This is an optimization exercise on Yosys and OpenROAD, whose aim is small area, not a production implementation.
The RTL was checked by simulation tests, not by an equivalence proof against the original design.
The flow treats the clock pin as an ideal source, which a real chip does not have.
Power figures rest on the tool's default switching activity, not on a simulated workload.

`flow/design.v`:
```
module ps1_sampler (
    input  wire [9:0] sum,
    output wire       ge3,
    output wire       valid
);
    assign ge3   = (sum[9:2] != 8'd0) || (sum[1:0] == 2'd3);
    assign valid = ge3 && (sum != 10'd765);
endmodule
module ps1_weak (
    input  wire       clk,
    input  wire       rst,
    input  wire       wake,
    output wire       adc_start,
    input  wire       adc_busy,
    input  wire [7:0] adc_data,
    output wire       line_drv_low,
    output wire [1:0] status,
    output wire       tx_done_o,
    output wire       sleep
);
    localparam ST_OFF = 2'b00, ST_ACTIVITY = 2'b01, ST_SUCCESS = 2'b10, ST_ERROR = 2'b11;
    localparam SLEEP = 4'd0, LOW = 4'd8;
    reg [3:0] ws;
    reg [4:0] t;
    reg [9:0] acc;
    reg [1:0] stat;
    wire w_line  = ws[3];                   
    wire w_low   = ws[3] && !ws[0];
    wire w_high  = ws[3] && ws[0];
    wire w_sleep = (ws == SLEEP);
    wire w_start = !ws[3] && ws[0] && !(ws[1] && ws[2]);
    wire w_wait  = !ws[3] && !ws[0] && (ws[1] || ws[2]);
    wire w_done  = !ws[3] && ws[0] && ws[1] && ws[2];
    wire t_exp   = (t == 5'd1);
    wire hold    = (stat == ST_ERROR);
    wire acc_ge3, valid;
    wire acc_lt3 = !acc_ge3;
    ps1_sampler u_val (.sum(acc), .ge3(acc_ge3), .valid(valid));
    wire take   = w_wait && !adc_busy;
    wire count  = t_exp && acc_ge3 && (w_low ? hold : stat != ST_SUCCESS) && w_line;
    wire [9:0] addend = take ? {2'b00, adc_data} : count ? {8'hff, hold, 1'b1} : 10'd0;
    wire [9:0] acc_sum = acc + addend;
    wire [4:0] t_step  = {t[3:0], t[4] ^ t[2]};
    reg [3:0] n_ws;
    reg [4:0] n_t;
    reg [9:0] n_acc;
    reg [1:0] n_stat;
    always @(*) begin
        n_ws   = ws;
        n_t    = t_step;
        n_acc  = acc_sum;
        n_stat = stat;
        if (!w_line) begin
            if (ws[0] || (w_sleep ? wake : !adc_busy))
                n_ws = ws + 1'b1;
            if (w_sleep)
                n_acc = 10'd0;
            if (w_done) begin
                if (valid) begin
                    n_t    = 5'd12;   
                    n_stat = ST_ACTIVITY;
                end else begin
                    n_t    = 5'd16;   
                    n_acc  = 10'd551;
                    n_stat = ST_ERROR;
                end
            end
        end else if (w_low) begin
            if (t_exp) begin
                n_t = 5'd16;
                if (!hold)
                    n_ws = ws + 1'b1;   
                else if (acc_lt3)
                    n_ws = SLEEP;
            end
        end else begin   
            if (stat == ST_SUCCESS)
                n_ws = SLEEP;
            else if (t_exp) begin
                n_t = 5'd16;
                if (acc_lt3)
                    n_stat = ST_SUCCESS;
                else
                    n_ws = LOW;
            end
        end
    end
    always @(posedge clk) begin
        if (rst) begin
            ws   <= SLEEP;
            stat <= ST_OFF;
        end else begin
            ws   <= n_ws;
            stat <= n_stat;
        end
        t   <= n_t;
        acc <= n_acc;
    end
    assign adc_start    = w_start;
    assign line_drv_low = w_low;
    assign status       = stat;
    assign tx_done_o    = (stat == ST_SUCCESS);
    assign sleep        = w_sleep;
endmodule
module ps1_master (
    input  wire        clk,
    input  wire        rst,
    input  wire        wake,
    input  wire        line_in,
    output wire        adc_start,
    input  wire        adc_busy,
    input  wire [7:0]  adc_data,
    output wire        charge_en_o,
    output wire        retry_o,
    output wire [1:0]  status,
    output wire [2:0]  dec_state,
    output wire [15:0] edge_count,
    output wire        sleep
);
    localparam ST_OFF = 2'b00, ST_ACTIVITY = 2'b01, ST_SUCCESS = 2'b10, ST_ERROR = 2'b11;
    localparam D_IDLE = 3'd0, D_VERIFY = 3'd1, D_READING = 3'd2, D_TIMEOUT = 3'd3, D_ERROR = 3'd4;
    localparam M_SLEEP = 3'd0, M_DECODE = 3'd4, M_START = 3'd2, M_WAIT = 3'd3, M_DONE = 3'd1;
    localparam [10:0] OVF_INIT = 11'h7ff, OVF_LAST = 11'h22c;
    reg [2:0]  dec_st;
    reg [9:0]  edge_cnt;
    reg [1:0]  idle_cnt;
    reg [10:0] win;
    reg [10:0] ovf_q;
    reg        sync1, sync2, line_p;
    reg        thr_sel;
    reg        charge;
    reg [1:0]  stat_m;
    reg [2:0]  m_st;
    reg  [1:0] smp_z;
    reg        smp_a;
    wire       smp_valid = (smp_z == 2'd3) && !smp_a;
    wire       keep      = (edge_cnt < 10'd232) && !win[10];
    wire d_idle   = (dec_st == D_IDLE);
    wire d_verify = dec_st[0] && !dec_st[1];
    wire d_read   = dec_st[1] && !dec_st[0];
    wire d_tmo    = dec_st[0] && dec_st[1];
    wire d_err    = dec_st[2];
    wire m_sleep  = (m_st == M_SLEEP);
    wire m_decode = m_st[2];
    wire m_done   = m_st[0] && !m_st[1];
    wire st_start = m_st[1] && !m_st[0];
    wire st_wait  = m_st[1] && m_st[0];
    wire take     = st_wait && !adc_busy;
    wire [7:0]  add_lo  = st_start ? ~edge_cnt[7:0] : st_wait ? (adc_data & {8{~adc_busy}}) : 8'hff;
    wire [10:0] win_sum = win + {{3{~st_wait}}, add_lo} + st_start;
    wire [2:0]  z_sum   = {1'b0, smp_z} + {1'b0, adc_data[1:0]};
    reg [2:0]  n_dec_st;
    reg [9:0]  n_edge_cnt;
    reg [1:0]  n_idle_cnt;
    reg [10:0] n_win;
    reg        n_thr_sel, n_charge;
    reg [1:0]  n_stat_m;
    reg [2:0]  n_m_st;
    reg        rst_cmd, line_s, fall, win_exp, ovf, idle_inc, b_idle, b_read;
    always @(*) begin
        n_dec_st   = dec_st;
        n_edge_cnt = edge_cnt;
        n_idle_cnt = idle_cnt;
        n_win      = win_sum;
        n_thr_sel  = thr_sel;
        n_charge   = charge;
        n_stat_m   = stat_m;
        n_m_st     = m_st;
        rst_cmd    = 1'b0;
        idle_inc   = 1'b0;
        if (m_sleep) begin
            if (wake) begin
                n_m_st   = M_DECODE;
                n_stat_m = ST_ACTIVITY;
                rst_cmd  = 1'b1;
            end
        end else if (m_decode) begin
                if (d_err) begin
                    n_charge = 1'b0;
                    n_stat_m = ST_ERROR;
                    n_m_st   = M_SLEEP;
                end else if (d_tmo) begin
                    n_m_st     = M_START;
                    n_win      = thr_sel ? 11'd18 : 11'd9;
                    n_idle_cnt = 2'd0;
                end
        end else if (st_start) begin
            n_m_st = M_WAIT;
        end else if (st_wait) begin
            if (!adc_busy) begin
                if (idle_cnt[1])
                    n_m_st = M_DONE;
                else begin
                    n_m_st   = M_START;
                    idle_inc = 1'b1;
                end
            end
        end else begin   
                if (!smp_valid) begin
                    n_charge = 1'b0;
                    n_stat_m = ST_ERROR;
                    n_m_st   = M_SLEEP;
                end else if (keep) begin
                    n_charge  = 1'b1;
                    n_thr_sel = 1'b1;
                    n_stat_m  = ST_ACTIVITY;
                    n_m_st    = M_DECODE;
                    rst_cmd   = 1'b1;
                end else begin
                    n_charge  = 1'b0;
                    n_thr_sel = 1'b0;
                    n_stat_m  = ST_SUCCESS;
                    n_m_st    = M_SLEEP;
                end
        end
        line_s  = sync2;
        fall    = line_p && !line_s;
        win_exp = (dec_st[0] ^ dec_st[1]) && (win == 11'd1);
        ovf     = (ovf_q == OVF_LAST);
        if (rst_cmd) begin
            n_dec_st   = D_IDLE;
            n_edge_cnt = 10'd0;
            n_idle_cnt = 2'd0;
        end
        b_idle = rst_cmd || d_idle;
        b_read = !rst_cmd && d_read;
        if (fall && b_idle) begin
            if (win_exp) begin
                n_edge_cnt = 10'd0;
                n_win      = 11'd1048;
                n_dec_st   = D_READING;
            end else begin
                n_win    = 11'd8;
                n_dec_st = D_VERIFY;
            end
        end else if (b_read) begin
            if (fall)
                n_edge_cnt = edge_cnt + 1'b1;
            if (win_exp)
                n_dec_st = line_s ? D_TIMEOUT : D_ERROR;
        end else if (!rst_cmd && d_verify && win_exp) begin
            if (line_s)
                n_dec_st = D_IDLE;
            else begin
                n_edge_cnt = 10'd0;
                n_win      = 11'd1048;
                n_dec_st   = D_READING;
            end
        end
        if (ovf && (b_idle ? !fall : (!rst_cmd && d_verify && win_exp && line_s))) begin
            idle_inc = 1'b1;
            if (idle_cnt[1] && !rst_cmd)
                n_dec_st = D_ERROR;
        end
        if (idle_inc)
            n_idle_cnt = n_idle_cnt + 1'b1;
    end
    always @(posedge clk) begin
        if (rst) begin
            dec_st   <= D_IDLE;
            edge_cnt <= 10'd0;
            idle_cnt <= 2'd0;
            ovf_q    <= OVF_INIT;
            sync1    <= 1'b1;
            sync2    <= 1'b1;
            line_p   <= 1'b1;
            thr_sel  <= 1'b0;
            charge   <= 1'b0;
            stat_m   <= ST_OFF;
            m_st     <= M_SLEEP;
        end else begin
            dec_st   <= n_dec_st;
            edge_cnt <= n_edge_cnt;
            idle_cnt <= n_idle_cnt;
            ovf_q    <= ovf ? OVF_INIT : {ovf_q[9:0], ovf_q[10] ^ ovf_q[8]};
            sync1    <= line_in;
            sync2    <= sync1;
            line_p   <= line_s;
            thr_sel  <= n_thr_sel;
            charge   <= n_charge;
            stat_m   <= n_stat_m;
            m_st     <= n_m_st;
        end
        win <= n_win;
        if (m_st == M_DECODE) begin
            smp_z <= 2'd0;
            smp_a <= 1'b1;
        end else if (take) begin
            smp_z <= (adc_data[7:2] != 6'd0 || z_sum[2]) ? 2'd3 : z_sum[1:0];
            smp_a <= smp_a && (adc_data == 8'hff);
        end
    end
    assign adc_start   = st_start;
    assign charge_en_o = charge;
    assign retry_o     = charge;
    assign status      = stat_m;
    assign dec_state   = dec_st;
    assign edge_count  = {6'd0, edge_cnt};
    assign sleep       = m_sleep;
endmodule
module ps1_core (
    input  wire        clk,
    input  wire        rst,
    input  wire        wake_w,
    output wire        adc_start_w,
    input  wire        adc_busy_w,
    input  wire [7:0]  adc_data_w,
    output wire        line_drv_low,
    output wire [1:0]  status_w,
    output wire        tx_done_w,
    output wire        sleep_w,
    input  wire        wake_m,
    input  wire        line_in,
    output wire        adc_start_m,
    input  wire        adc_busy_m,
    input  wire [7:0]  adc_data_m,
    output wire        charge_en,
    output wire        retry_m,
    output wire [1:0]  status_m,
    output wire [2:0]  dec_state,
    output wire [15:0] edge_count,
    output wire        sleep_m
);
    ps1_weak u_weak (
        .clk(clk), .rst(rst), .wake(wake_w),
        .adc_start(adc_start_w), .adc_busy(adc_busy_w), .adc_data(adc_data_w),
        .line_drv_low(line_drv_low), .status(status_w), .tx_done_o(tx_done_w),
        .sleep(sleep_w)
    );
    ps1_master u_master (
        .clk(clk), .rst(rst), .wake(wake_m), .line_in(line_in),
        .adc_start(adc_start_m), .adc_busy(adc_busy_m), .adc_data(adc_data_m),
        .charge_en_o(charge_en), .retry_o(retry_m), .status(status_m),
        .dec_state(dec_state), .edge_count(edge_count), .sleep(sleep_m)
    );
endmodule
```
`flow/flow/run.sh`:
```
#!/bin/bash
# Layout flow: the standard flow (standard.sh) with these changes:
# - synthesis maps the logic with an area-oriented abc script (area.abc,
#   with a 60-second &deepsyn pass)
#   instead of ORFS's speed script, and leaves adders to abc instead of
#   mapping them to half/full-adder cells first; everything else in the
#   synthesis (flip-flop mapping, flattening, renaming) is the standard flow's own;
# - ports are buffered with sky130_fd_sc_hd__buf_1;
# - clock tree synthesis inserts no dummy loads, and a leaf clock buffer
#   that drives 10 or more flip-flops is then upsized (post_cts.tcl);
# - the constant outputs share synthesis's one tie cell (no tie fan-out
#   repair).
# Each tool's output goes to the ORFS logs under orfs/logs; make's own output
# goes to standard.log here.
set -euo pipefail
HERE=$PWD
sed -e '/^source .*synth_preamble.tcl/a set abc_args [lreplace $abc_args 1 1 '"$HERE"'/flow/area.abc]' \
    "$FLOW_HOME/scripts/synth.tcl" > "$HERE/synth_area.tcl"
sed -e "s#source \$::env(SCRIPTS_DIR)/synth.tcl#source $HERE/synth_area.tcl#" \
    "$HERE/synth_recipe.tcl" > "$HERE/synth_recipe_area.tcl"
bash standard.sh SYNTH_SCRIPT="$HERE/synth_recipe_area.tcl" ADDER_MAP_FILE= \
    "BUFFER_PORTS_ARGS=-buffer_cell sky130_fd_sc_hd__buf_1" \
    "CTS_ARGS=-sink_clustering_enable -repair_clock_nets -buf_list sky130_fd_sc_hd__clkbuf_4 -dont_use_dummy_load" \
    POST_CTS_TCL="$HERE/flow/post_cts.tcl" SKIP_REPAIR_TIE_FANOUT=1 \
    finish > standard.log 2>&1
```
`flow/flow/area.abc`:
```
strash
&get -n
&fraig -x
&put
scorr
dc2
dretime
strash
&get -n
&deepsyn -T 60
&put
strash
&get -n
&dch -f
&nf -R 1000
&put
```
`flow/flow/post_cts.tcl`:
```
# Runs at the end of the CTS step. A leaf clock buffer (clkbuf_4) that drives
# 10 or more flip-flops gives them too slow a clock edge; it is swapped for a
# clkbuf_8, and the placement is legalised again.
set upsized 0
foreach inst [get_cells clkbuf_*] {
  if {[get_property $inst ref_name] ne "sky130_fd_sc_hd__clkbuf_4"} { continue }
  set out [get_pins -of_objects $inst -filter "direction==output"]
  set n [llength [get_pins -of_objects [get_nets -of_objects $out] -filter "direction==input"]]
  if {$n >= 10} {
    replace_cell $inst sky130_fd_sc_hd__clkbuf_8
    puts "post_cts: [get_name $inst] drives $n sinks, now clkbuf_8"
    incr upsized
  }
}
if {$upsized > 0} {
  detailed_placement
  check_placement -verbose
}
```
`flow/standard.sh`:
```
#!/bin/bash
# synth_recipe.tcl (not shown) runs the flow's synth.tcl, then flattens the netlist and writes it again
# the make line also repeats each setting of config.mk as NAME=value (left out here)
make -C /OpenROAD-flow-scripts/flow DESIGN_CONFIG=/design/flow/config.mk WORK_HOME=/design/flow/orfs CLKGATE_MAP_FILE= SYNTH_SCRIPT=/design/flow/synth_recipe.tcl "${@:-finish}"
```
`flow/config.mk`:
```
export PLATFORM = sky130hd
export DESIGN_NAME = ps1_core
export DESIGN_NICKNAME = ps1_core
export VERILOG_FILES = /design/flow/design.v
export SDC_FILE = /design/flow/constraint.sdc
export NUM_CORES = 4
export LEC_CHECK = 0
export CAP_MARGIN = 0
export CORE_MARGIN = 2
export CORE_UTILIZATION = 40
export CTS_BUF_LIST = sky130_fd_sc_hd__clkbuf_4
export SLEW_MARGIN = 0
```
`flow/constraint.sdc`:
```
create_clock -name core_clock -period 12.0 [get_ports {clk}]
set_input_delay 2.4000 -clock core_clock [delete_from_list [all_inputs] [get_ports {clk}]]
set_output_delay 2.4000 -clock core_clock [all_outputs]
set_load 0.01 [all_outputs]
```
==> flow_summary.json, run 1 <==
{
  "crit_required_ns": 12.25,
  "fin_cells": 565,
  "pwr-share-clk": 0.207,
  "cts_num_sinks": 71,
  "grt_max_degree": 33,
  "tritoncts": "built",
  "grt_pass1_vias": 2771,
  "critPathSlowestCell": "nor2b_1",
  "clk_latency_ns": 0.42,
  "yosys-top-cells-area": "dfxtp_1 43%, xnor2_1 5.8%, a21oi_1 5.4%",
  "wl_um": 7460,
  "synth-edff-count": 0,
  "grt_usage": 0.1796,
  "area_growth_pct": 10.90,
  "fin_worst_skew_ns": 0.03319,
  "first_pass_iters": 4,
  "multi_input_area_mm2": 0.001814,
  "initialDrtViolationCount": 159,
  "die_area_mm2": 0.009098,
  "seqPwrFrac": 0.521,
  "period_share": 0.4838,
  "placedInstanceArea_mm2": 0.003618,
  "slew_violations": 0,
  "die_w_um": 95.39,
  "swShare": 0.3274,
  "cap_violations": 0,
  "slowest_delay_ns": 0.51,
  "tightest_slew_ns": 0.9330,
  "synthFlopType": "dfxtp_1",
  "rows": 33,
  "slew_headroom": 0.3714,
  "timing.setup.tns_ns": 0,
  "drive_gt1_frac": 0.02826,
  "vias_per_cell": 5.269,
  "p_leak_nw": 1.276,
  "fill_cells": 861,
  "drc": 0,
  "async_flop_share": 0,
  "antenna_found_initial": 0,
  "core_mm2": 0.008175,
  "grt_first_pass_wirelength_um": 12940,
  "crit_chain": "buf_1 > nor2b_1 > and3_1 > nor2_1 > xnor2_1 > a21bo_1 > nand2_1 > o21ai_0 > nand2_1 > o21ai_0 > nand2_1 > o21ai_0 > and2_0 > a21oi_1 > clkinv_1 > maj3_1 > nand2_1 > o21ai_0 > o21bai_1 > a21boi_0 > xnor2_1 > o21ai_0",
  "initial_utilization": 0.4086,
  "rsz0062_at_grt": "no",
  "endpoint_kind": "register",
  "internal-power_uw": 398.1,
  "critPathArrivalTime_ns": 6.06,
  "min_period_ns": 5.806,
  "synthCells": 408,
  "gp_congestion": 0.8174,
  "grt_overflow": 0,
  "setup_viol": 0,
  "synth_warnings": 2,
  "syn_area_mm2": 0.003341,
  "avgSynthCellArea_um2": 8.188,
  "ys_seq_elements": 71,
  "yosysTopAreaCell": "dfxtp_1",
  "regArea_mm2": 0.001421,
  "crit_type": "input port to register",
  "synth_top_area_frac": 0.4255,
  "cp-start-kind": "input port",
  "grtUsageMet3": 0.03162,
  "io_buffers": 47,
  "hold_class": "register to register",
  "grt_util_met1": 0.2445,
  "pin_count": 54,
  "drtAntennaViolNets": 0,
  "vdd_drop_max_uv": 59.94,
  "critical_path_peak_fanout": 11,
  "busiest_layer": "met2",
  "nNetsFinal": 485,
  "n_antenna_cell": 0,
  "crit_top_cell": "o21ai_0",
  "p_per_area_mw_per_mm2": 159.8,
  "dp.cells": 556,
  "timing.fmax_mhz": 172.2,
  "synth-seq-area-share": 0.4255,
  "synth_cell_types": 41,
  "finalInstanceArea_mm2": 0.003705,
  "place.detailed.hpwl_um": 5564,
  "use_met2": 0.2817,
  "die_y_um": 95.39,
  "clk_pin_slew_worst_paths_ns": 0.08,
  "final_hold_viol_count": 0,
  "combPwrFrac": 0.271,
  "p_switching_uw": 193.8,
  "status": "complete, no violations",
  "wire_per_inst_um": 13.20,
  "num_vias": 2977
}
==> logic make-up after synthesis <==
logic type      count (synthesis)  share of synthesized area
other cells                     1                   0.001123
compound gates                107                     0.1869
mux                             2                   0.005993
fa+ha+maj                       3                   0.008989
simple gates                  174                     0.2614
xor+xnor                       30                    0.07865
buf+inv                        20                    0.03146
flops                          71                     0.4255
==> cell type report <==
class | instances | share of cell area
multi-input combinational | 317 | 0.4897
sequential | 71 | 0.3837
timing repair buffer | 51 | 0.05572
tap | 105 | 0.03546
clock buffer | 9 | 0.02330
inverter | 12 | 0.01216
==> flip-flops by register name, summed over array words and instances, names as in the netlist, 3 cells and up <==
| register | flops |
|---|---|
| u_weak.acc | 10 |
| u_master.edge_cnt | 10 |
| u_weak.ws | 4 |
| u_master.win | 11 |
| u_weak.t | 5 |
| u_master.ovf_q | 11 |
| u_master.m_st | 3 |
| u_master.dec_st | 3 |
==> cell usage in the layout (no fill, tap or decap), types with 7 or more instances in the layout <==
| cell type | count |
|---|---|
| nand2b_1 | 14 |
| dfxtp_1 | 71 |
| or3_1 | 7 |
| nor2_1 | 41 |
| buf_1 | 47 |
| clkinv_1 | 12 |
| xor2_1 | 8 |
| nand2_1 | 35 |
| xnor2_1 | 22 |
| or2_0 | 8 |
| nor2b_1 | 11 |
| o21a_1 | 10 |
| a21oi_1 | 36 |
| o21ai_0 | 36 |
| nor3_1 | 18 |
| nand3_1 | 12 |
==> per-layer routing <==
layer  routed length (um)  vias up
li1                     -     1540
met4                  106        0
met3                  417       10
met1                 3647     1342
met5                    0        -
met2                 3288       85
==> Yosys cell counts (all sizes together), types with 2 or more instances <==
| library cell | count |
|---|---|
| o2111ai | 2 |
| mux2i | 2 |
| nor2b | 11 |
| a211oi | 3 |
| nor4b | 2 |
| a21boi | 4 |
| a21o | 2 |
| or2 | 8 |
| a31oi | 5 |
| nand3 | 12 |
| xnor2 | 22 |
| nor3 | 18 |
| o21ai | 36 |
| nand2 | 35 |
| buf | 8 |
| o21a | 10 |
| nand4 | 6 |
| o31ai | 2 |
| nand3b | 2 |
| nand2b | 14 |
| nor4 | 6 |
| a21oi | 36 |
| clkinv | 12 |
| xor2 | 8 |
| maj3 | 3 |
| and2 | 3 |
| nor2 | 41 |
| or3 | 7 |
| and3 | 6 |
| dfxtp | 71 |
==> worst max-delay path, delay by kind of cell <==
kind / cells / cell delay (ns)
XOR/XNOR: 2 / 0.30
adder cells (fa/ha/maj): 1 / 0.39
AO/OA/AOI/OAI: 9 / 1.43
AND/OR/NAND/NOR: 8 / 1.35
buffers and inverters: 2 / 0.19
==> power by group through the flow <==
stage | sequential (mW) | combinational (mW) | clock (mW)
detailed placement | 0.313 | 0.161 | 0
global placement | 0.313 | 0.158 | 0
floorplan | 0.305 | 0.135 | 0
finish | 0.309 | 0.161 | 0.123
global route | 0.315 | 0.183 | 0.135
==> worst paths after layout <==
check	depth (start not counted)	endpoint	slack, ns	startpoint
worst min register to register	1	u_master.sync2	0.44	u_master.sync1
worst min-delay path	1	u_master.sync2	0.44	u_master.sync1
worst max-delay path	22	u_master.win[10]	6.19	adc_busy_m
worst max register to register	21	u_master.win[10]	7.56	u_master.m_st[0]
==> through the flow <==
| stage | utilization | total power, mW | hold slack, ns | worst slack [ns] |
|---|---|---|---|---|
| 2_1_floorplan | - | 0.4396 | 0.3909 | 6.367 |
| 3_3_place_gp | 0.4426 | 0.4708 | 0.4212 | 5.957 |
| 3_5_place_dp | 0.4426 | 0.4741 | 0.4219 | 5.805 |
| 5_1_grt | 0.4532 | 0.6325 | 0.4709 | 5.763 |
| 6_report | 0.4532 | 0.5919 | 0.4414 | 6.194 |
==> run 2: changes to the inputs <==
--- a/flow/config.mk
+++ b/flow/config.mk
@@ -7,3 +7,3 @@
 export LEC_CHECK = 0
-export CAP_MARGIN = 0
+export CAP_MARGIN = 20
 export CORE_MARGIN = 2
@@ -11,2 +11,2 @@
 export CTS_BUF_LIST = sky130_fd_sc_hd__clkbuf_4
-export SLEW_MARGIN = 0
+export SLEW_MARGIN = 20
==> run 2 against run 1 <==
Critical endpoint unchanged. Critical path depth unchanged. Still clean. Clock-buffer cell count did not move. Setup slack is the same. Clock power about the same. Via count unchanged. Sequential power about the same. Synthesized cell count stayed put. Final cell count is the same. Utilization stayed put. Largest power group unchanged. Flip-flop and latch count did not move. Non-clock buffer count did not move. Wire length is the same.
==> flow_summary.json, run 2 <==
{
  "drtAntennaViolNets": 0,
  "io_buffers": 47,
  "hold_class": "register to register",
  "crit_type": "input port to register",
  "period_share": 0.4838,
  "fin_cells": 565,
  "hold_start": "u_master.sync1",
  "slowest_delay_ns": 0.51,
  "timing.fmax_mhz": 172.2,
  "die_area_mm2": 0.009098,
  "synth_cell_types": 41,
  "critical_path_peak_fanout": 11,
  "initialDrtViolationCount": 159,
  "pin_count": 54,
  "drc": 0,
  "status": "complete, no violations",
  "initial_utilization": 0.4086,
  "tightest_slew_ns": 0.9330,
  "synth_top_area_frac": 0.4255,
  "use_met2": 0.2817,
  "worst_slack_ns": 6.194,
  "final_common_cell": "dfxtp_1",
  "worstReg2RegStart": "u_master.m_st[0]",
  "first_pass_iters": 4,
  "async_flop_share": 0,
  "p_per_area_mw_per_mm2": 159.8,
  "syn_area_mm2": 0.003341,
  "synth_warnings": 2,
  "synth.most_common_cell": "dfxtp_1",
  "synth-edff-count": 0,
  "n_antenna_cell": 0,
  "ys_seq_elements": 71,
  "critical-path-top-delay-family": "compound AO/OA/AOI/OAI gates",
  "critPathSlowestCell": "nor2b_1",
  "core_mm2": 0.008175,
  "synthFlopType": "dfxtp_1",
  "min_period_ns": 5.806,
  "top_regs": "u_master.ovf_q (11), u_master.win (11)",
  "yosysTopAreaCell": "dfxtp_1",
  "wire_per_inst_um": 13.20,
  "synth_common_cells": "71 x dfxtp_1, 41 x nor2_1, 36 x a21oi_1, 36 x o21ai_0, 35 x nand2_1",
  "busiest_layer": "met2",
  "synthCells": 408,
  "setup_viol": 0,
  "final_cell_mix": "71 x dfxtp_1, 47 x buf_1, 41 x nor2_1, 36 x a21oi_1, 36 x o21ai_0",
  "antenna_found_initial": 0,
  "rsz0062_at_grt": "no",
  "vdd_drop_max_uv": 59.94,
  "die_w_um": 95.39,
  "endpoint_kind": "register",
  "clk_pin_slew_worst_paths_ns": 0.08,
  "cap_violations": 0,
  "drive_gt1_frac": 0.02826,
  "final_hold_viol_count": 0,
  "place.detailed.hpwl_um": 5564,
  "clk_latency_ns": 0.42,
  "grt_util_met1": 0.2445,
  "rows": 33,
  "cts_num_sinks": 71,
  "avgSynthCellArea_um2": 8.188,
  "crit_chain": "buf_1 > nor2b_1 > and3_1 > nor2_1 > xnor2_1 > a21bo_1 > nand2_1 > o21ai_0 > nand2_1 > o21ai_0 > nand2_1 > o21ai_0 > and2_0 > a21oi_1 > clkinv_1 > maj3_1 > nand2_1 > o21ai_0 > o21bai_1 > a21boi_0 > xnor2_1 > o21ai_0",
  "grt_overflow": 0,
  "cp-start-kind": "input port",
  "grt_usage": 0.1796,
  "grt_max_degree": 33,
  "crit_required_ns": 12.25,
  "die_y_um": 95.39,
  "num_vias": 2977,
  "p_leak_nw": 1.276,
  "fin_worst_skew_ns": 0.03319,
  "grt_pass1_vias": 2771,
  "holdWs_ns": 0.4414,
  "dp.cells": 556,
  "grt_first_pass_wirelength_um": 12940,
  "tritoncts": "built",
  "slew_violations": 0,
  "area_growth_pct": 10.90,
  "synth-seq-area-share": 0.4255,
  "grtUsageMet3": 0.03162,
  "fin_total_pwr_uw": 591.9,
  "crit_start": "adc_busy_m",
  "timing.setup.tns_ns": 0,
  "vias_per_cell": 5.269,
  "gp_congestion": 0.8174,
  "critPathBufInv": 2,
  "nNetsFinal": 485,
  "slew_headroom": 0.3714,
  "crit_top_cell": "o21ai_0",
  "critPathArrivalTime_ns": 6.06,
  "dp_slack_ns": 5.805,
  "wl_um": 7460,
  "yosys-top-cells-area": "dfxtp_1 43%, xnor2_1 5.8%, a21oi_1 5.4%"
}
run 2: cell counts after synthesis:
No cell type changed its count.
run 2: report_power, final:
part | switching (mW) | internal (mW)
Combinational | 0.0824 | 0.0782
Clock | 0.0774 | 0.0454
Sequential | 0.0340 | 0.275
Total | 0.194 | 0.398
run 2: layout make-up:
type | instances | area, um^2
multi-input cells | 317 | 1814
well taps | 105 | 131.4
clock buffers | 9 | 86.33
flip-flops and latches | 71 | 1421
fillers | 861 | 4471
repair buffers | 51 | 206.4
inverters | 12 | 45.04
run 2: layer usage:
layer  wire length [um]  part of all wire
met2               3288              0.44
met5                  0                 0
met1               3647              0.49
met4                106             0.014
met3                417             0.056
run 2: kinds of logic after synthesis:
kind of cell / after synthesis / share of synthesized area
and+or+nand+nor: 174 / 0.2614
AOI/OAI and AO/OA: 107 / 0.1869
DFF: 71 / 0.4255
xor gates and xnor gates: 30 / 0.07865
buffers and inverters: 20 / 0.03146
adders and majority gates: 3 / 0.008989
muxes: 2 / 0.005993
other: 1 / 0.001123
run 2: final timing paths:
| check | to | slack, ns | cells after the start |
|---|---|---|---|
| max | u_master.win[10] | 6.19 | 22 |
| max reg2reg | u_master.win[10] | 7.56 | 21 |
| min | u_master.sync2 | 0.44 | 1 |
| min reg2reg | u_master.sync2 | 0.44 | 1 |
run 2: per-stage QoR:
stage | instance area, um^2 | utilization
detailed placement | 3618 | 0.4426
global placement | 3618 | 0.4426
global route | 3705 | 0.4532
finish | 3705 | 0.4532
floorplan | 3341 | -
==> run 3: changes to the inputs <==
--- a/flow/flow/run.sh
+++ b/flow/flow/run.sh
@@ -23,3 +23,3 @@
     "CTS_ARGS=-sink_clustering_enable -repair_clock_nets -buf_list sky130_fd_sc_hd__clkbuf_4 -dont_use_dummy_load" \
-    POST_CTS_TCL="$HERE/flow/post_cts.tcl" SKIP_REPAIR_TIE_FANOUT=1 \
+    POST_CTS_TCL="$HERE/flow/post_cts.tcl" SKIP_REPAIR_TIE_FANOUT=1 PRE_GLOBAL_PLACE_TCL="$HERE/flow/pre_gpl.tcl" \
     finish > standard.log 2>&1
==> flow/flow/pre_gpl.tcl (new file) <==
remove_buffers
--- a/flow/config.mk
+++ b/flow/config.mk
@@ -11,2 +11,3 @@
 export CTS_BUF_LIST = sky130_fd_sc_hd__clkbuf_4
+export GPL_TIMING_DRIVEN = 0
 export SLEW_MARGIN = 20
==> run 3 against run 2 <==
Non-clock buffer count down 4. Final cell count shrank 0.71%. Flip-flop and latch count unchanged. Critical path depth unchanged. Combinational power about the same. Clock-buffer cell count unchanged. Die area is the same. Synthesized cell count did not move. Utilization is 0.20 points lower. Sequential power is essentially flat. Via count fell by 1.1%. Critical endpoint unchanged. First-iteration DRC count fell by 56%.
==> flow_summary.json, run 3 <==
{
  "synth_top_area_frac": 0.4255,
  "async_flop_share": 0,
  "drc": 0,
  "yosys-top-cells-area": "dfxtp_1 43%, xnor2_1 5.8%, a21oi_1 5.4%",
  "whs_path_depth": 1,
  "dp.cells": 552,
  "timing.fmax_mhz": 168.4,
  "holdWs_ns": 0.4157,
  "slew_headroom": 0.3572,
  "p_leak_nw": 1.263,
  "min_period_ns": 5.939,
  "critPathBufInv": 2,
  "slew_violations": 0,
  "vias_per_cell": 5.246,
  "clk_pin_slew_worst_paths_ns": 0.10,
  "synth_cell_types": 41,
  "cts_num_sinks": 71,
  "place.detailed.hpwl_um": 5523,
  "grt_overflow": 0,
  "critPathSlowestCell": "nor2b_1",
  "area_growth_pct": 10.41,
  "hold_class": "register to register",
  "fill_cells": 890,
  "synth.most_common_cell": "dfxtp_1",
  "finish.utilization": 0.4512,
  "worstReg2RegStart": "u_master.m_st[0]",
  "ff2ff_path_depth": 21,
  "tightest_slew_ns": 0.9568,
  "finalInstanceArea_mm2": 0.003689,
  "drtAntennaViolNets": 0,
  "crit_top_cell": "o21ai_0",
  "timing.setup.tns_ns": 0,
  "crit_required_ns": 12.29,
  "endpoint_kind": "register",
  "clk_latency_ns": 0.42,
  "fin_cells": 561,
  "die_w_um": 95.39,
  "grt_usage": 0.1751,
  "gp_congestion": 0.8125,
  "n_antenna_cell": 0,
  "synth_warnings": 2,
  "top_regs": "u_master.ovf_q (11), u_master.win (11)",
  "final_hold_viol_count": 0,
  "die_area_mm2": 0.009098,
  "period_share": 0.4949,
  "rows": 33,
  "die_y_um": 95.39,
  "critPathArrivalTime_ns": 6.23,
  "grt_first_pass_wirelength_um": 12450,
  "min_to": "u_master.sync2",
  "status": "complete, no violations",
  "synth_common_cells": "71 x dfxtp_1, 41 x nor2_1, 36 x a21oi_1, 36 x o21ai_0, 35 x nand2_1",
  "synth-seq-area-share": 0.4255,
  "critical-path-top-delay-family": "compound AO/OA/AOI/OAI gates",
  "hold_start": "u_master.sync1",
  "grt_max_degree": 33,
  "io_buffers": 47,
  "tritoncts": "built",
  "avgSynthCellArea_um2": 8.188,
  "grt_pass1_vias": 2717,
  "syn_area_mm2": 0.003341,
  "synthFlopType": "dfxtp_1",
  "reg2reg_to": "u_master.win[10]",
  "setup_viol": 0,
  "cp-start-kind": "input port",
  "pin_count": 54,
  "crit_type": "input port to register",
  "initialDrtViolationCount": 70,
  "wire_per_inst_um": 13.35,
  "ys_seq_elements": 71,
  "core_mm2": 0.008175,
  "wl_um": 7491,
  "final_common_cell": "dfxtp_1",
  "final_cell_mix": "71 x dfxtp_1, 46 x buf_1, 41 x nor2_1, 36 x a21oi_1, 35 x nand2_1",
  "cap_violations": 0,
  "synthCells": 408,
  "critical_path_peak_fanout": 11,
  "first_pass_iters": 4,
  "rsz0062_at_grt": "no",
  "initial_utilization": 0.4086,
  "nNetsFinal": 481,
  "crit_chain": "buf_1 > nor2b_1 > and3_1 > nor2_1 > xnor2_1 > a21bo_1 > nand2_1 > o21ai_0 > nand2_1 > o21ai_0 > nand2_1 > o21ai_0 > and2_0 > a21oi_1 > clkinv_1 > maj3_1 > nand2_1 > o21ai_0 > o21bai_1 > a21boi_0 > xnor2_1 > o21ai_0",
  "num_vias": 2943,
  "vdd_drop_max_uv": 49.31,
  "p_per_area_mw_per_mm2": 160.1,
  "slowest_delay_ns": 0.55,
  "antenna_found_initial": 0,
  "yosysTopAreaCell": "dfxtp_1",
  "r2r_setup_slack_ns": 7.46,
  "synth-edff-count": 0,
  "drive_gt1_frac": 0.02632,
  "fin_worst_skew_ns": 0.03276,
  "placedInstanceArea_mm2": 0.003596
}
-- run 3: worst max path at each step --
stage | startpoint | end | slack (ns) | depth (start not counted)
floorplan | adc_busy_m | u_master.win[10] | 6.37 | 21
global placement | adc_busy_m | u_master.win[10] | 5.69 | 22
detailed placement | adc_busy_m | u_master.win[10] | 5.63 | 22
global route | adc_busy_m | u_master.win[10] | 5.69 | 22
finish | adc_busy_m | u_master.win[10] | 6.06 | 22
-- run 3: cell families (layout without fill, tap and decap cells) --
logic type      count (synthesis)  in the layout  synth area share
simple gates                  174            174            0.2614
other cells                     1              1          0.001123
buf+inv                        20             68           0.03146
fa+ha+maj                       3              3          0.008989
compound gates                107            107            0.1869
flops                          71             71            0.4255
mux                             2              2          0.005993
xor+xnor                       30             30           0.07865
-- run 3: per-layer routing --
layer | part of all wire | up-vias | global-route usage
met5 | 0 | - | 0
met4 | 0.012 | 0 | 0.06190
met3 | 0.052 | 11 | 0.04269
met2 | 0.44 | 60 | 0.2793
met1 | 0.49 | 1338 | 0.2313
li1 | - | 1534 | -
-- run 3: worst register-to-register path, cell delays in order (launching register included) --
cell and delay [ns]:
dfxtp_1 0.61, nor2b_1 0.64, and3_1 0.31, nor2_1 0.07, xnor2_1 0.16, a21bo_1 0.21
nand2_1 0.07, o21ai_0 0.12, nand2_1 0.09, o21ai_0 0.12, nand2_1 0.09, o21ai_0 0.10
and2_0 0.17, a21oi_1 0.21, clkinv_1 0.10, maj3_1 0.40, nand2_1 0.08, o21ai_0 0.20
o21bai_1 0.19, a21boi_0 0.28, xnor2_1 0.15, o21ai_0 0.09
-- run 3: where the power goes --
| part | leakage [nW] | switching [mW] | internal, mW |
|---|---|---|---|
| clock network | 0.0492 | 0.0757 | 0.0454 |
| registers | 0.582 | 0.0332 | 0.274 |
| logic | 0.631 | 0.0843 | 0.0775 |
-- run 3: through the flow --
stage               worst slack, ns  power (mW)
floorplan                     6.367      0.4396
global placement              5.687      0.4689
detailed placement            5.633      0.4739
global route                  5.686      0.6356
finish                        6.061      0.5905
-- run 3: layout make-up --
type | instances | area, um^2 | share of cell area
Sequential cell | 71 | 1421 | 0.3853
Multi-Input combinational cell | 317 | 1827 | 0.4953
Inverter | 12 | 45.04 | 0.01221
Tap cell | 105 | 131.4 | 0.03562
Clock buffer | 9 | 86.33 | 0.02341
Timing Repair Buffer | 47 | 177.7 | 0.04817
==> run 4: changes to the inputs <==
--- a/flow/flow/run.sh
+++ b/flow/flow/run.sh
@@ -11,5 +11,3 @@
 # - the constant outputs share synthesis's one tie cell (no tie fan-out
-#   repair).
-# Each tool's output goes to the ORFS logs under orfs/logs; make's own output
-# goes to standard.log here.
+#   repair);
 set -euo pipefail
==> run 4 against run 3 <==
Still clean. Hold slack unchanged. Final cell count did not move. Clock-buffer cell count stayed put. Critical endpoint unchanged. Largest cell class unchanged.
==> flow_summary.json, run 4 <==
{
  "avgSynthCellArea_um2": 8.188,
  "drtAntennaViolNets": 0,
  "die_y_um": 95.39,
  "vdd_drop_max_uv": 49.31,
  "die_w_um": 95.39,
  "cap_violations": 0,
  "antenna_found_initial": 0,
  "slowest_delay_ns": 0.55,
  "wire_per_inst_um": 13.35,
  "grt_first_pass_wirelength_um": 12450,
  "area_growth_pct": 10.41,
  "min_period_ns": 5.939,
  "hold_class": "register to register",
  "crit_chain": "buf_1 > nor2b_1 > and3_1 > nor2_1 > xnor2_1 > a21bo_1 > nand2_1 > o21ai_0 > nand2_1 > o21ai_0 > nand2_1 > o21ai_0 > and2_0 > a21oi_1 > clkinv_1 > maj3_1 > nand2_1 > o21ai_0 > o21bai_1 > a21boi_0 > xnor2_1 > o21ai_0",
  "worst_slack_ns": 6.061,
  "drc": 0,
  "grt_usage": 0.1751,
  "n_antenna_cell": 0,
  "synth-seq-area-share": 0.4255,
  "timing.setup.tns_ns": 0,
  "io_buffers": 47,
  "slew_headroom": 0.3572,
  "synth_common_cells": "71 x dfxtp_1, 41 x nor2_1, 36 x a21oi_1, 36 x o21ai_0, 35 x nand2_1",
  "p_leak_nw": 1.263,
  "final_hold_viol_count": 0,
  "slew_violations": 0,
  "grt_max_degree": 33,
  "endpoint_kind": "register",
  "critPathBufInv": 2,
  "top_regs": "u_master.ovf_q (11), u_master.win (11)",
  "tightest_slew_ns": 0.9568,
  "rows": 33,
  "final_common_cell": "dfxtp_1",
  "critical_path_peak_fanout": 11,
  "synth.most_common_cell": "dfxtp_1",
  "fin_total_pwr_uw": 590.5,
  "initial_utilization": 0.4086,
  "crit_required_ns": 12.29,
  "crit_top_cell": "o21ai_0",
  "yosys-top-cells-area": "dfxtp_1 43%, xnor2_1 5.8%, a21oi_1 5.4%",
  "rsz0062_at_grt": "no",
  "critPathSlowestCell": "nor2b_1",
  "gp_congestion": 0.8125,
  "core_mm2": 0.008175,
  "die_area_mm2": 0.009098,
  "nNetsFinal": 481,
  "fin_cells": 561,
  "syn_area_mm2": 0.003341,
  "synth_top_area_frac": 0.4255,
  "status": "complete, no violations",
  "timing.fmax_mhz": 168.4,
  "num_vias": 2943,
  "synth-edff-count": 0,
  "pin_count": 54,
  "setup_viol": 0,
  "ys_seq_elements": 71,
  "critical-path-top-delay-family": "compound AO/OA/AOI/OAI gates",
  "cts_num_sinks": 71,
  "wl_um": 7491,
  "async_flop_share": 0,
  "period_share": 0.4949,
  "p_per_area_mw_per_mm2": 160.1,
  "grt_pass1_vias": 2717,
  "fin_worst_skew_ns": 0.03276,
  "drive_gt1_frac": 0.02632,
  "yosysTopAreaCell": "dfxtp_1",
  "synthFlopType": "dfxtp_1",
  "grt_overflow": 0,
  "place.detailed.hpwl_um": 5523,
  "final_cell_mix": "71 x dfxtp_1, 46 x buf_1, 41 x nor2_1, 36 x a21oi_1, 35 x nand2_1",
  "vias_per_cell": 5.246,
  "initialDrtViolationCount": 70,
  "synthCells": 408,
  "first_pass_iters": 4,
  "clk_pin_slew_worst_paths_ns": 0.10,
  "dp_slack_ns": 5.633,
  "crit_type": "input port to register",
  "cp-start-kind": "input port",
  "synth_warnings": 2,
  "holdWs_ns": 0.4157,
  "clk_latency_ns": 0.42,
  "critPathArrivalTime_ns": 6.23,
  "synth_cell_types": 41,
  "dp.cells": 552,
  "tritoncts": "built"
}
run 4: cell counts in the layout (fill, tap and decap cells not counted):
Identical to the previous run, type by type.
run 4: cell families (layout without fill, tap and decap cells):
family          after synthesis  in the layout  share of synthesized area
compound gates              107            107                     0.1869
xor+xnor                     30             30                    0.07865
fa+ha+maj                     3              3                   0.008989
buf+inv                      20             68                    0.03146
flops                        71             71                     0.4255
mux                           2              2                   0.005993
other cells                   1              1                   0.001123
simple gates                174            174                     0.2614
run 4: area by class of cell:
cell class,count,area (um^2)
fill,890,4487
tap,105,131.4
clock buffer,9,86.33
sequential,71,1421
timing repair buffer,47,177.7
inverter,12,45.04
multi-input combinational,317,1827
run 4: where the power goes:
part	switching, mW	internal (mW)
Sequential	0.0332	0.274
Clock	0.0757	0.0454
Combinational	0.0843	0.0775
Total	0.193	0.397
run 4: final timing paths:
check | from | cells past startpoint | endpoint | slack, ns
setup reg to reg | u_master.m_st[0] | 21 | u_master.win[10] | 7.46
setup / recovery | adc_busy_m | 22 | u_master.win[10] | 6.06
hold / removal | u_master.sync1 | 1 | u_master.sync2 | 0.42
hold reg to reg | u_master.sync1 | 1 | u_master.sync2 | 0.42
run 4: metrics by stage:
step,util,cell area [um^2]
6_report,0.4512,3689
3_5_place_dp,0.4399,3596
3_3_place_gp,0.4389,3588
5_1_grt,0.4512,3689
2_1_floorplan,-,3341
run 4: routing by layer:
layer	global-route usage	routed length, um	up-vias
met2	0.2793	3320	60
met1	0.2313	3690	1338
met3	0.04269	391	11
met4	0.06190	89	0
li1	-	-	1534
met5	0	0	-
==> run 5: changes to the inputs <==
--- a/flow/flow/run.sh
+++ b/flow/flow/run.sh
@@ -9,5 +9,5 @@
 # - clock tree synthesis inserts no dummy loads, and a leaf clock buffer
-#   that drives 10 or more flip-flops is then upsized (post_cts.tcl);
-# - the constant outputs share synthesis's one tie cell (no tie fan-out
-#   repair);
+#   that drives 10 or more flip-flops is then upsized (post_cts.tcl).
+# Each tool's output goes to the ORFS logs under orfs/logs; make's own output
+# goes to standard.log here.
 set -euo pipefail
@@ -21,3 +21,3 @@
     "CTS_ARGS=-sink_clustering_enable -repair_clock_nets -buf_list sky130_fd_sc_hd__clkbuf_4 -dont_use_dummy_load" \
-    POST_CTS_TCL="$HERE/flow/post_cts.tcl" SKIP_REPAIR_TIE_FANOUT=1 PRE_GLOBAL_PLACE_TCL="$HERE/flow/pre_gpl.tcl" \
+    POST_CTS_TCL="$HERE/flow/post_cts.tcl" \
     finish > standard.log 2>&1
--- a/flow/config.mk
+++ b/flow/config.mk
@@ -11,3 +11,2 @@
 export CTS_BUF_LIST = sky130_fd_sc_hd__clkbuf_4
-export GPL_TIMING_DRIVEN = 0
 export SLEW_MARGIN = 20
removed: flow/flow/pre_gpl.tcl
==> run 5 against run 4 <==
Critical endpoint unchanged. Sequential share of layout area decreased by 0.36 points. Total power decreased by 0.81%. Utilization increased by 0.43 points. Global-route usage increased by 0.22 points. Non-clock buffer count increased by 4. Still clean. Via count increased by 0.37%. Clock-buffer cell count unchanged. Area after synthesis unchanged. Register-to-register slack improved by 0.09 ns. Setup slack improved by 0.084 ns. Sequential power about the same. Synthesized cell count unchanged.
==> flow_summary.json, run 5 <==
{
  "critPathSlowestCell": "nor2b_1",
  "finish.utilization": 0.4555,
  "crit_type": "input port to register",
  "internal-power_uw": 398.1,
  "grt_first_pass_wirelength_um": 12830,
  "die_y_um": 95.39,
  "slowest_delay_ns": 0.53,
  "rsz0062_at_grt": "no",
  "worstReg2RegStart": "u_master.m_st[0]",
  "final_hold_viol_count": 0,
  "ys_seq_elements": 71,
  "seqPwrFrac": 0.526,
  "crit_start": "adc_busy_m",
  "pin_count": 54,
  "die_w_um": 95.39,
  "slew_headroom": 0.3307,
  "crit_chain": "buf_1 > nor2b_1 > and3_1 > nor2_1 > xnor2_1 > a21bo_1 > nand2_1 > o21ai_0 > nand2_1 > o21ai_0 > nand2_1 > o21ai_0 > and2_0 > a21oi_1 > clkinv_1 > maj3_1 > nand2_1 > o21ai_0 > o21bai_1 > a21boi_0 > xnor2_1 > o21ai_0",
  "initialDrtViolationCount": 131,
  "synth-seq-area-share": 0.4255,
  "status": "complete, no violations",
  "swShare": 0.3203,
  "endpoint_kind": "register",
  "synthCells": 408,
  "io_buffers": 47,
  "combPwrFrac": 0.274,
  "drc": 0,
  "nNetsFinal": 490,
  "fin_worst_skew_ns": 0.02302,
  "p_leak_nw": 1.292,
  "grt_usage": 0.1773,
  "vdd_drop_max_uv": 74.28,
  "avgSynthCellArea_um2": 8.188,
  "top_regs": "u_master.ovf_q (11), u_master.win (11)",
  "final_common_cell": "dfxtp_1",
  "synthFlopType": "dfxtp_1",
  "area_growth_pct": 11.46,
  "synth.most_common_cell": "dfxtp_1",
  "crit_required_ns": 12.25,
  "synth_top_area_frac": 0.4255,
  "p_switching_uw": 187.6,
  "period_share": 0.4879,
  "yosys-top-cells-area": "dfxtp_1 43%, xnor2_1 5.8%, a21oi_1 5.4%",
  "drtAntennaViolNets": 0,
  "syn_area_mm2": 0.003341,
  "pwr-share-clk": 0.200,
  "min_period_ns": 5.855,
  "grt_overflow": 0,
  "yosysTopAreaCell": "dfxtp_1",
  "die_area_mm2": 0.009098,
  "clk_pin_slew_worst_paths_ns": 0.09,
  "synth-edff-count": 0,
  "cp-start-kind": "input port",
  "wl_um": 7319,
  "n_antenna_cell": 0,
  "core_mm2": 0.008175,
  "place.detailed.hpwl_um": 5515,
  "wire_per_inst_um": 12.84,
  "timing.setup.tns_ns": 0,
  "synth_common_cells": "71 x dfxtp_1, 41 x nor2_1, 36 x a21oi_1, 36 x o21ai_0, 35 x nand2_1",
  "critical-path-top-delay-family": "simple AND/OR/NAND/NOR gates",
  "tightest_slew_ns": 0.9934,
  "grt_pass1_vias": 2848,
  "rows": 33,
  "vias_per_cell": 5.182,
  "critPathBufInv": 2,
  "cts_num_sinks": 71,
  "cap_violations": 0,
  "p_per_area_mw_per_mm2": 157.3,
  "synth_cell_types": 41,
  "drive_gt1_frac": 0.02796,
  "hold_class": "register to register",
  "final_cell_mix": "71 x dfxtp_1, 47 x buf_1, 41 x nor2_1, 36 x a21oi_1, 36 x o21ai_0",
  "hold_start": "u_master.sync1",
  "antenna_found_initial": 0,
  "critical_path_peak_fanout": 11,
  "crit_top_cell": "o21ai_0",
  "synth_warnings": 2,
  "clk_latency_ns": 0.40,
  "setup_viol": 0,
  "num_vias": 2954,
  "tritoncts": "built",
  "grt_max_degree": 33,
  "critPathArrivalTime_ns": 6.10,
  "first_pass_iters": 4,
  "timing.fmax_mhz": 170.8,
  "async_flop_share": 0,
  "gp_congestion": 0.8359,
  "slew_violations": 0,
  "initial_utilization": 0.4086
}
run 5: cell counts after synthesis:
Identical to the previous run, type by type.
run 5: worst reg2reg max path: stages, from the launching register on:
cell	delay [ns]
dfxtp_1	0.61
nor2b_1	0.62
and3_1	0.30
nor2_1	0.08
xnor2_1	0.15
a21bo_1	0.20
nand2_1	0.06
o21ai_0	0.13
nand2_1	0.10
o21ai_0	0.13
nand2_1	0.10
o21ai_0	0.09
and2_0	0.16
a21oi_1	0.21
clkinv_1	0.10
maj3_1	0.39
nand2_1	0.08
o21ai_0	0.17
o21bai_1	0.17
a21boi_0	0.23
xnor2_1	0.14
o21ai_0	0.08
run 5: logic make-up (layout without fill, tap and decap cells):
family          Yosys count  count (layout)  share of synthesized area
buf+inv                  20              72                    0.03146
fa+ha+maj                 3               3                   0.008989
flops                    71              71                     0.4255
compound gates          107             107                     0.1869
simple gates            174             174                     0.2614
other cells               1               6                   0.001123
mux                       2               2                   0.005993
xor+xnor                 30              30                    0.07865
run 5: final timing paths:
path	endpoint	cells past startpoint	slack (ns)
worst max-delay path	u_master.win[10]	22	6.15
worst max register to register	u_master.win[10]	21	7.55
worst min register to register	u_master.sync2	1	0.41
worst min-delay path	u_master.sync2	1	0.41
run 5: metrics by stage:
step / power (mW) / setup WS (ns) / instances / instance area, um^2 / hold slack (ns)
floorplan: 0.4396 / 6.367 / 413 / 3359 / 0.3909
global placement: 0.4709 / 5.961 / 561 / 3637 / 0.3977
detailed placement: 0.4733 / 5.829 / 561 / 3637 / 0.4067
global route: 0.6326 / 5.659 / 570 / 3724 / 0.4510
finish: 0.5857 / 6.145 / 570 / 3724 / 0.4149
run 5: final cells by class:
| class | instances | area, um^2 |
|---|---|---|
| Sequential cell | 71 | 1421 |
| Clock buffer | 9 | 86.33 |
| Timing Repair Buffer | 51 | 206.4 |
| Multi-Input combinational cell | 322 | 1833 |
| Tap cell | 105 | 131.4 |
| Fill cell | 839 | 4452 |
| Inverter | 12 | 45.04 |
run 5: power by group through the flow:
stage | sequential, mW | clock, mW | combinational [mW]
final | 0.308 | 0.117 | 0.161
after global routing | 0.314 | 0.131 | 0.188
after detailed placement | 0.313 | 0 | 0.160
after global placement | 0.313 | 0 | 0.158
after floorplan | 0.305 | 0 | 0.135
run 5: layer usage:
| layer | global-route usage | wire [um] | share of wire | vias up |
|---|---|---|---|---|
| met5 | 0 | 0 | 0 | - |
| met4 | 0.03810 | 72 | 0.0098 | 0 |
| met3 | 0.05534 | 421 | 0.058 | 9 |
| met2 | 0.2917 | 3328 | 0.45 | 68 |
| met1 | 0.2292 | 3496 | 0.48 | 1333 |
| li1 | - | - | - | 1544 |
==> run 6: changes to the inputs <==
--- a/flow/design.v
+++ b/flow/design.v
@@ -121,3 +121,3 @@
     localparam D_IDLE = 3'd0, D_VERIFY = 3'd1, D_READING = 3'd2, D_TIMEOUT = 3'd3, D_ERROR = 3'd4;
-    localparam M_SLEEP = 3'd0, M_DECODE = 3'd4, M_START = 3'd2, M_WAIT = 3'd3, M_DONE = 3'd1;
+    localparam M_SLEEP = 4'd0, M_DECODE = 4'd8, M_START = 4'd1;
     localparam [10:0] OVF_INIT = 11'h7ff, OVF_LAST = 11'h22c;
@@ -132,4 +132,4 @@
     reg [1:0]  stat_m;
-    reg [2:0]  m_st;
-    reg  [1:0] smp_z;
+    reg [3:0]  m_st;
+    wire [1:0] smp_z = idle_cnt;
     reg        smp_a;
@@ -143,6 +143,6 @@
     wire m_sleep  = (m_st == M_SLEEP);
-    wire m_decode = m_st[2];
-    wire m_done   = m_st[0] && !m_st[1];
-    wire st_start = m_st[1] && !m_st[0];
-    wire st_wait  = m_st[1] && m_st[0];
+    wire m_decode = m_st[3];
+    wire m_done   = !m_st[3] && m_st[0] && m_st[1] && m_st[2];
+    wire st_start = !m_st[3] && m_st[0] && !(m_st[1] && m_st[2]);
+    wire st_wait  = !m_st[3] && !m_st[0] && (m_st[1] || m_st[2]);
     wire take     = st_wait && !adc_busy;
@@ -157,3 +157,3 @@
     reg [1:0]  n_stat_m;
-    reg [2:0]  n_m_st;
+    reg [3:0]  n_m_st;
     reg        rst_cmd, line_s, fall, win_exp, ovf, idle_inc, b_idle, b_read;
@@ -186,13 +186,5 @@
                 end
-        end else if (st_start) begin
-            n_m_st = M_WAIT;
-        end else if (st_wait) begin
-            if (!adc_busy) begin
-                if (idle_cnt[1])
-                    n_m_st = M_DONE;
-                else begin
-                    n_m_st   = M_START;
-                    idle_inc = 1'b1;
-                end
-            end
+        end else if (!m_done) begin   
+            if (st_start || !adc_busy)
+                n_m_st = m_st + 1'b1;
         end else begin   
@@ -256,2 +248,4 @@
             n_idle_cnt = n_idle_cnt + 1'b1;
+        if (take)
+            n_idle_cnt = (adc_data[7:2] != 6'd0 || z_sum[2]) ? 2'd3 : z_sum[1:0];
     end
@@ -284,7 +278,5 @@
         win <= n_win;
-        if (m_st == M_DECODE) begin
-            smp_z <= 2'd0;
+        if (m_decode) begin
             smp_a <= 1'b1;
         end else if (take) begin
-            smp_z <= (adc_data[7:2] != 6'd0 || z_sum[2]) ? 2'd3 : z_sum[1:0];
             smp_a <= smp_a && (adc_data == 8'hff);
--- a/flow/flow/run.sh
+++ b/flow/flow/run.sh
@@ -9,5 +9,5 @@
 # - clock tree synthesis inserts no dummy loads, and a leaf clock buffer
-#   that drives 10 or more flip-flops is then upsized (post_cts.tcl).
-# Each tool's output goes to the ORFS logs under orfs/logs; make's own output
-# goes to standard.log here.
+#   that drives 10 or more flip-flops is then upsized (post_cts.tcl);
+# - the constant outputs share synthesis's one tie cell (no tie fan-out
+#   repair);
 set -euo pipefail
@@ -21,3 +21,3 @@
     "CTS_ARGS=-sink_clustering_enable -repair_clock_nets -buf_list sky130_fd_sc_hd__clkbuf_4 -dont_use_dummy_load" \
-    POST_CTS_TCL="$HERE/flow/post_cts.tcl" \
+    POST_CTS_TCL="$HERE/flow/post_cts.tcl" SKIP_REPAIR_TIE_FANOUT=1 PRE_GLOBAL_PLACE_TCL="$HERE/flow/pre_gpl.tcl" \
     finish > standard.log 2>&1
==> flow/flow/pre_gpl.tcl (new file) <==
remove_buffers
--- a/flow/config.mk
+++ b/flow/config.mk
@@ -11,2 +11,3 @@
 export CTS_BUF_LIST = sky130_fd_sc_hd__clkbuf_4
+export GPL_TIMING_DRIVEN = 0
 export SLEW_MARGIN = 20
==> run 6 against run 5 <==
Still clean. Global-route usage rose by 0.36 points. Total power shrank 4.7%. Critical path depth is 5 lower.
==> flow_summary.json, run 6 <==
{
  "status": "complete, no violations",
  "tritoncts": "built",
  "pin_count": 54,
  "fin_total_pwr_uw": 557.9,
  "slew_headroom": 0.2717,
  "top_regs": "u_master.ovf_q (11), u_master.win (11)",
  "final_common_cell": "dfxtp_1",
  "clk_latency_ns": 0.43,
  "synth.most_common_cell": "dfxtp_1",
  "fin_cells": 546,
  "grt_usage": 0.1809,
  "critPathBufInv": 1,
  "synth-edff-count": 0,
  "worst_slack_ns": 5.615,
  "dp.cells": 537,
  "first_pass_iters": 4,
  "synth_top_area_frac": 0.4228,
  "initialDrtViolationCount": 104,
  "synth-seq-area-share": 0.4228,
  "slew_violations": 0,
  "avgSynthCellArea_um2": 8.434,
  "vdd_drop_max_uv": 69.20,
  "cap_violations": 0,
  "synth_common_cells": "70 x dfxtp_1, 39 x nor2_1, 32 x nand2_1, 29 x a21oi_1",
  "nNetsFinal": 466,
  "finalInstanceArea_mm2": 0.003661,
  "final_cell_mix": "70 x dfxtp_1, 46 x buf_1, 39 x nor2_1, 32 x nand2_1, 29 x a21oi_1",
  "r2r_setup_slack_ns": 6.42,
  "placedInstanceArea_mm2": 0.003573,
  "critical_path_peak_fanout": 10,
  "critPathSlowestCell": "maj3_1",
  "die_y_um": 95.03,
  "area_growth_pct": 10.46,
  "period_share": 0.5320,
  "synth_warnings": 2,
  "endpoint_kind": "register",
  "tightest_slew_ns": 1.084,
  "endpoint": "u_master.win[10]",
  "die_w_um": 95.03,
  "timing.critical_path.depth": 17,
  "muxShareOfSynthArea": 0.003020,
  "die_area_mm2": 0.009030,
  "rsz0062_at_grt": "no",
  "timing.fmax_mhz": 156.6,
  "synth_cell_types": 45,
  "synth_compound_area_frac": 0.1804,
  "ff2ff_path_depth": 18,
  "crit_chain": "buf_1 > nand2b_1 > a22oi_1 > xnor2_1 > nor2_1 > or3_1 > o21a_1 > maj3_1 > maj3_1 > maj3_1 > maj3_1 > maj3_1 > or3_1 > nor2b_1 > a21oi_1 > xnor2_1 > o21ai_0",
  "grt_pass1_vias": 2653,
  "critPathArrivalTime_ns": 6.64,
  "final_hold_viol_count": 0,
  "wl_um": 7637,
  "synthFlopType": "dfxtp_1",
  "cp-start-kind": "input port",
  "timing.setup.tns_ns": 0,
  "rows": 33,
  "num_vias": 2927,
  "place.detailed.hpwl_um": 5612,
  "async_flop_share": 0,
  "min_period_ns": 6.385,
  "p_leak_nw": 1.248,
  "synth_top_family_by_area": "simple AND/OR/NAND/NOR gates",
  "cts_num_sinks": 70,
  "crit_start": "adc_busy_m",
  "hold_class": "register to register",
  "clk_pin_slew_worst_paths_ns": 0.07,
  "core_mm2": 0.008134,
  "antenna_found_initial": 0,
  "synthCells": 393,
  "yosys-top-cells-area": "dfxtp_1 42%, xnor2_1 5.8%, nor2_1 4.4%",
  "synth_simple_gate_area_frac": 0.2718,
  "worstReg2RegStart": "u_master.m_st[3]",
  "fin_worst_skew_ns": 0.03203,
  "n_antenna_cell": 0,
  "synthXorXnorAreaFrac": 0.07663,
  "syn_area_mm2": 0.003314,
  "drtAntennaViolNets": 0,
  "vias_per_cell": 5.361,
  "dp_slack_ns": 5.219,
  "wire_per_inst_um": 13.99,
  "grt_overflow": 0,
  "crit_top_cell": "maj3_1",
  "crit_required_ns": 12.26,
  "grt_first_pass_wirelength_um": 12630,
  "yosysTopAreaCell": "dfxtp_1",
  "critical-path-top-delay-family": "adder cells",
  "synthAdderAreaFrac": 0.01812,
  "slowest_delay_ns": 0.42,
  "grt_max_degree": 27,
  "crit_type": "input port to register",
  "drc": 0,
  "gp_congestion": 0.8083,
  "drive_gt1_frac": 0.02721,
  "ys_seq_elements": 70,
  "reg2reg_to": "u_master.win[10]",
  "finish.utilization": 0.4501,
  "initial_utilization": 0.4075,
  "p_per_area_mw_per_mm2": 152.4,
  "holdWs_ns": 0.4112,
  "io_buffers": 47,
  "setup_viol": 0
}
## run 6: logic make-up (layout without fill, tap and decap cells)
logic type / after synthesis / count (layout)
flops: 70 / 70
buf+inv: 15 / 63
compound gates: 96 / 96
fa+ha+maj: 6 / 6
other cells: 1 / 1
simple gates: 175 / 175
mux: 1 / 1
xor+xnor: 29 / 29
## run 6: final cells by class
class | instances | area [um^2]
multi-input combinational | 308 | 1838
tap | 105 | 131.4
timing repair buffer | 47 | 177.7
inverter | 7 | 26.28
clock buffer | 9 | 86.33
fill | 829 | 4473
sequential | 70 | 1401
## run 6: worst reg2reg max path, cell delays in order (launching register included)
cell and delay (ns):
dfxtp_1 0.49, nor2b_1 0.14, and3_1 0.23, nor2b_1 0.64, a22oi_1 0.25, xnor2_1 0.24
nor2_1 0.10, or3_1 0.33, o21a_1 0.15, maj3_1 0.40, maj3_1 0.41, maj3_1 0.41
maj3_1 0.41, maj3_1 0.42, or3_1 0.33, nor2b_1 0.15, a21oi_1 0.15, xnor2_1 0.13
o21ai_0 0.08
## run 6: power breakdown
group | switching [mW] | internal (mW)
registers | 0.0325 | 0.269
logic | 0.0690 | 0.0679
clock network | 0.0744 | 0.0453
## run 6: routing by layer
metal | global-route usage | up-vias | routed length, um
met1 | 0.2326 | 1361 | 3630
met5 | 0 | - | 0
met2 | 0.2979 | 49 | 3593
met3 | 0.04111 | 12 | 291
met4 | 0.06522 | 0 | 122
li1 | - | 1505 | -
## run 6: how the worst min path moves through the flow
stage / startpoint / to / slack (ns) / cells after the start
detailed placement: u_master.sync1 / u_master.sync2 / 0.40 / 1
floorplan: u_master.sync1 / u_master.sync2 / 0.39 / 1
global route: u_master.ovf_q[4] / u_master.ovf_q[5] / 0.43 / 1
finish: u_master.sync1 / u_master.sync2 / 0.41 / 1
global placement: u_master.sync1 / u_master.sync2 / 0.40 / 1

[what the ideal ports hide]
No port has a modelled driver above. Below, the same layouts with a new extraction and two added sets of constraints.
Step 1 (the two cells are an assumption about what drives the block):
set clk [get_ports {clk}]
set_driving_cell -lib_cell sky130_fd_sc_hd__clkbuf_16 $clk
set_driving_cell -lib_cell sky130_fd_sc_hd__buf_2 [delete_from_list [all_inputs] $clk]
Step 2 times the ports against the registers' clock, not the clock port: input delays grow and output delays shrink by t, the midpoint of the rising clock arrivals with the driver on.
a / b / c = no drivers / after step 1 / after step 2; a / b = the first two.
run | shift t [ns] | slack for setup (ns) | worst hold slack (ns) | worst data-port slew with drivers (ns)
run 1 | 0.431 | 6.194 / 6.202 / 5.771 | 0.441 / 0.441 / 0.441 | 0.03
run 2 | 0.431 | 6.194 / 6.202 / 5.771 | 0.441 / 0.441 / 0.441 | 0.03
run 3 | 0.426 | 6.061 / 6.067 / 5.641 | 0.416 / 0.416 / 0.416 | 0.03
run 4 | 0.426 | 6.061 / 6.067 / 5.641 | 0.416 / 0.416 / 0.416 | 0.03
run 5 | 0.412 | 6.145 / 6.152 / 5.740 | 0.415 / 0.415 / 0.415 | 0.03
run 6 | 0.437 | 5.615 / 5.618 / 5.181 | 0.411 / 0.411 / 0.411 | 0.03
After both steps every run listed still meets setup and hold. For run 6, which loses most, drivers alone change the setup slack by +0.003 ns; drivers and shift together by -0.434 ns.
